This design comes from an exercise in tuning for small area, a short achievable clock period and few clock cycles on the open sky130 flow, not from production work.
Where RTL was checked, it was by simulation tests only, not by an equivalence proof against the original.

run R:
// rrf_enc
module rrf_enc #(
    parameter integer MTU       = 1024,
    parameter integer HDR_BYTES = 16
) (
    input  wire        clk,
    input  wire        rst,           
    input  wire        cmd_valid,
    input  wire [31:0] cmd_data,
    output wire        cmd_ready,
    output reg         ev_valid,
    output reg  [1:0]  ev_type,
    output reg  [31:0] ev_data,
    input  wire        ev_ready,
    input  wire [7:0]  csr_addr,
    output reg  [31:0] csr_rdata,
    output wire        idle
);
    localparam integer L = (MTU - HDR_BYTES) * 8;
    localparam [2:0] Q_NORM = 3'd0;    
    localparam [2:0] Q_ABRT = 3'd1;    
    localparam [2:0] Q_TAIL = 3'd2;    
    localparam [2:0] Q_END  = 3'd3;    
    localparam [2:0] Q_GOBA = 3'd4;    
    localparam [1:0] AS_FLUSH = 2'd0;
    localparam [1:0] AS_GOB   = 2'd1;
    localparam [1:0] AS_MB    = 2'd2;
    localparam [1:0] MB_FIT   = 2'd0;
    localparam [1:0] MB_BIG   = 2'd1;
    localparam [1:0] MB_RETRY = 2'd2;
    localparam [3:0] RK_OK0    = 4'h0;
    localparam [3:0] RK_OKBC   = 4'h1;
    localparam [3:0] RK_SENT   = 4'h9;
    localparam [3:0] RK_MBOK   = 4'hA;
    localparam [3:0] RK_RETRY  = 4'hB;
    localparam [3:0] RK_BIG    = 4'hC;
    localparam [3:0] RK_GOBOK  = 4'hD;
    localparam [3:0] RK_SPLIT  = 4'hE;
    localparam [3:0] RK_FAULT  = 4'hF;
    reg [2:0]  sq;
    reg [31:0] cp;
    reg        fault;
    reg [1:0]  fcode;        
    reg [31:0] fault_cmd;
    reg [31:0] fault_cp;
    reg [31:0] acc;
    reg [12:0] room;         
    reg        gob_valid;
    reg [3:0]  gob_gn;
    reg [4:0]  gob_gq;
    reg [31:0] enc_pkt_cnt;
    reg [9:0]  last_bytes;
    reg [2:0]  last_ebit;
    reg        last_m;
    reg        pend;         
    reg        res_pend;
    wire [12:0] bitcount = L - room;
    wire [9:0]  nb_now   = (L / 8) - room[12:3];
    wire [2:0]  ebit_now = room[2:0];
    wire        streamed = (room < L - 32);    
    wire out_free = !ev_valid || ev_ready;
    wire q_norm   = (sq == Q_NORM);
    assign cmd_ready = q_norm && out_free;
    assign idle      = q_norm && !ev_valid && !res_pend;
    wire acc_w = cmd_valid && cmd_ready;
    wire [31:0] d   = cmd_data;
    wire [7:0]  opc = d[31:24];
    wire op_nop   = (opc == 8'h00);
    wire op_srst  = (opc == 8'h01);
    wire op_put   = (opc == 8'h10);
    wire op_flush = (opc == 8'h11);
  ...
For scale: about 2100 cells after synthesis, about 240 flip-flops, roughly 18000 sq um of cells after synthesis.
export LEC_CHECK = 0
export CAP_MARGIN = 20
export CORE_MARGIN = 2
export CORE_UTILIZATION = 40
export SETUP_SLACK_MARGIN = 4.4
export SLEW_MARGIN = 20
export SYNTH_HIERARCHICAL = 1
create_clock -name core_clock -period 10.0 [get_ports {clk}]
standard.sh (not shown) runs the stock make flow with config.mk's settings and CLKGATE_MAP_FILE= SYNTH_SCRIPT=/design/flow/synth_recipe.tcl, a recipe that flattens the netlist after the stock synthesis.
==> flow/flow/run.sh <==
#!/bin/bash
set -euo pipefail
export BUFFER_PORTS_ARGS="-buffer_cell sky130_fd_sc_hd__buf_1"
export CTS_ARGS="-sink_clustering_enable -repair_clock_nets -dont_use_dummy_load -buf_list sky130_fd_sc_hd__clkbuf_8 -sink_clustering_size 12 -sink_clustering_max_diameter 60"
bash standard.sh > standard_flow.log 2>&1
--- input diff run R..run Z ---
--- a/flow/design.v
+++ b/flow/design.v
@@ -77,19 +77,19 @@
                    op_gob   ? (d[23:9]  != 15'd0) :
                    op_mb    ? (d[23:16] != 8'd0)  :
                               (d[23:0]  != 24'd0);
     wire n_bad   = op_put && d[5] && (d[4:0] != 5'd0);
     wire hdr_bad = !opc_known || rsv_bad || n_bad;
     wire [1:0] hdr_fcode = !opc_known ? 2'b01 : (rsv_bad ? 2'b10 : 2'b11);
     wire [15:0] nbits   = d[15:0];
     wire        mb_fit  = ({3'd0, room} >= nbits);
     wire        mb_big  = gob_valid ? (nbits > L - 26) : (nbits > L);
-    wire        mb_last  = (fault_cp[10:0] == 11'd0);
+    wire        mb_last  = (fault_cp[10:0] == {10'd0, (fault_cmd[4:0] == 5'd0)});
     wire [1:0]  mb_mode  = fault_cp[12:11];
     wire        pk_put   = !fault_cmd[26];
     wire [1:0]  as_kind  = fault_cmd[26:25];
     wire        send_m   = fault_cmd[23];
     wire [5:0]  put_n    = fault_cmd[5:0];
     wire [5:0]  mb_n     = mb_last ? {(fault_cmd[4:0] == 5'd0), fault_cmd[4:0]} : 6'd32;
     wire        put_ovf  = ({7'd0, put_n} > room);
     wire w_put  = acc_w && !fault && pend && pk_put;
     wire w_mbd  = acc_w && !fault && pend && !pk_put;
@@ -176,19 +176,19 @@
                 ev_type  <= 2'd1;
                 ev_data  <= cur_new;
             end
             cp          <= cp + {31'd0, acc_w};
             enc_pkt_cnt <= enc_pkt_cnt + {31'd0, end_go};
             if (w_hdr) begin
                 fault_cmd <= d;
                 if (op_mb && (d[23:16] == 8'd0))
                     fault_cp <= {cp[31:13], (mb_fit ? MB_FIT : (mb_big ? MB_BIG : MB_RETRY)),
-                                 nbits[15:5] - {10'd0, (nbits[4:0] == 5'd0)}};
+                                 nbits[15:5]};
                 else if (op_gob && (d[23:9] == 15'd0))
                     fault_cp <= {cp[31:12], (room < 26), cp[10:0]};
                 else
                     fault_cp <= cp;
                 if (hdr_bad) begin
                     fault    <= 1'b1;
                     fcode    <= hdr_fcode;
                     res_pend <= 1'b1;
                 end else begin
Results
- From run R to run Z the numbers moved as follows: global placement routability congestion up 0.022, number of buffers inserted by post-CTS setup repair lower, worst setup slack before clock tree synthesis has increased.
- Run Z falls short of run R in final non-filler cell area.
- No run among run Z and run R stopped early or left any final violation; all are clean.
- Any difference in top-level port count between run R and run Z is small enough to ignore.
- Diff run R -> run Z: area growth from synthesis to layout has increased, placement-stage cell area has remained practically unchanged.
Testbench counts of run Z, summed over its fixed seeds: cycles 89,860.
For run R, only the layout was checked, not whether the RTL still works.

==> afterwards: timing with drivers on the ports <==
No port has a modelled driver above. Below, the same layouts with a new extraction and two added sets of constraints. Step 1, drivers: a clkbuf_16 drives clk and a buf_2 each remaining input, both assumed. Step 2, shift: input delay + t, output delay - t, t = (earliest + latest rising clock arrival at the registers) / 2. This alone moves slack from input paths to output paths. Three values: ideal ports, drivers, drivers and shift; two values: the first two.
run | t (ns) | setup slack, ns | worst hold slack (ns)
run R | 0.667 | 4.294 / 4.250 / 3.889 | 0.531 / 0.531 / 0.531
run Z | 0.664 | 4.369 / 4.329 / 3.970 | 0.512 / 0.512 / 0.512
After both steps setup and hold are still met in every run listed. For run R, which loses most, drivers alone change the setup slack by -0.044 ns; drivers and shift together by -0.405 ns.
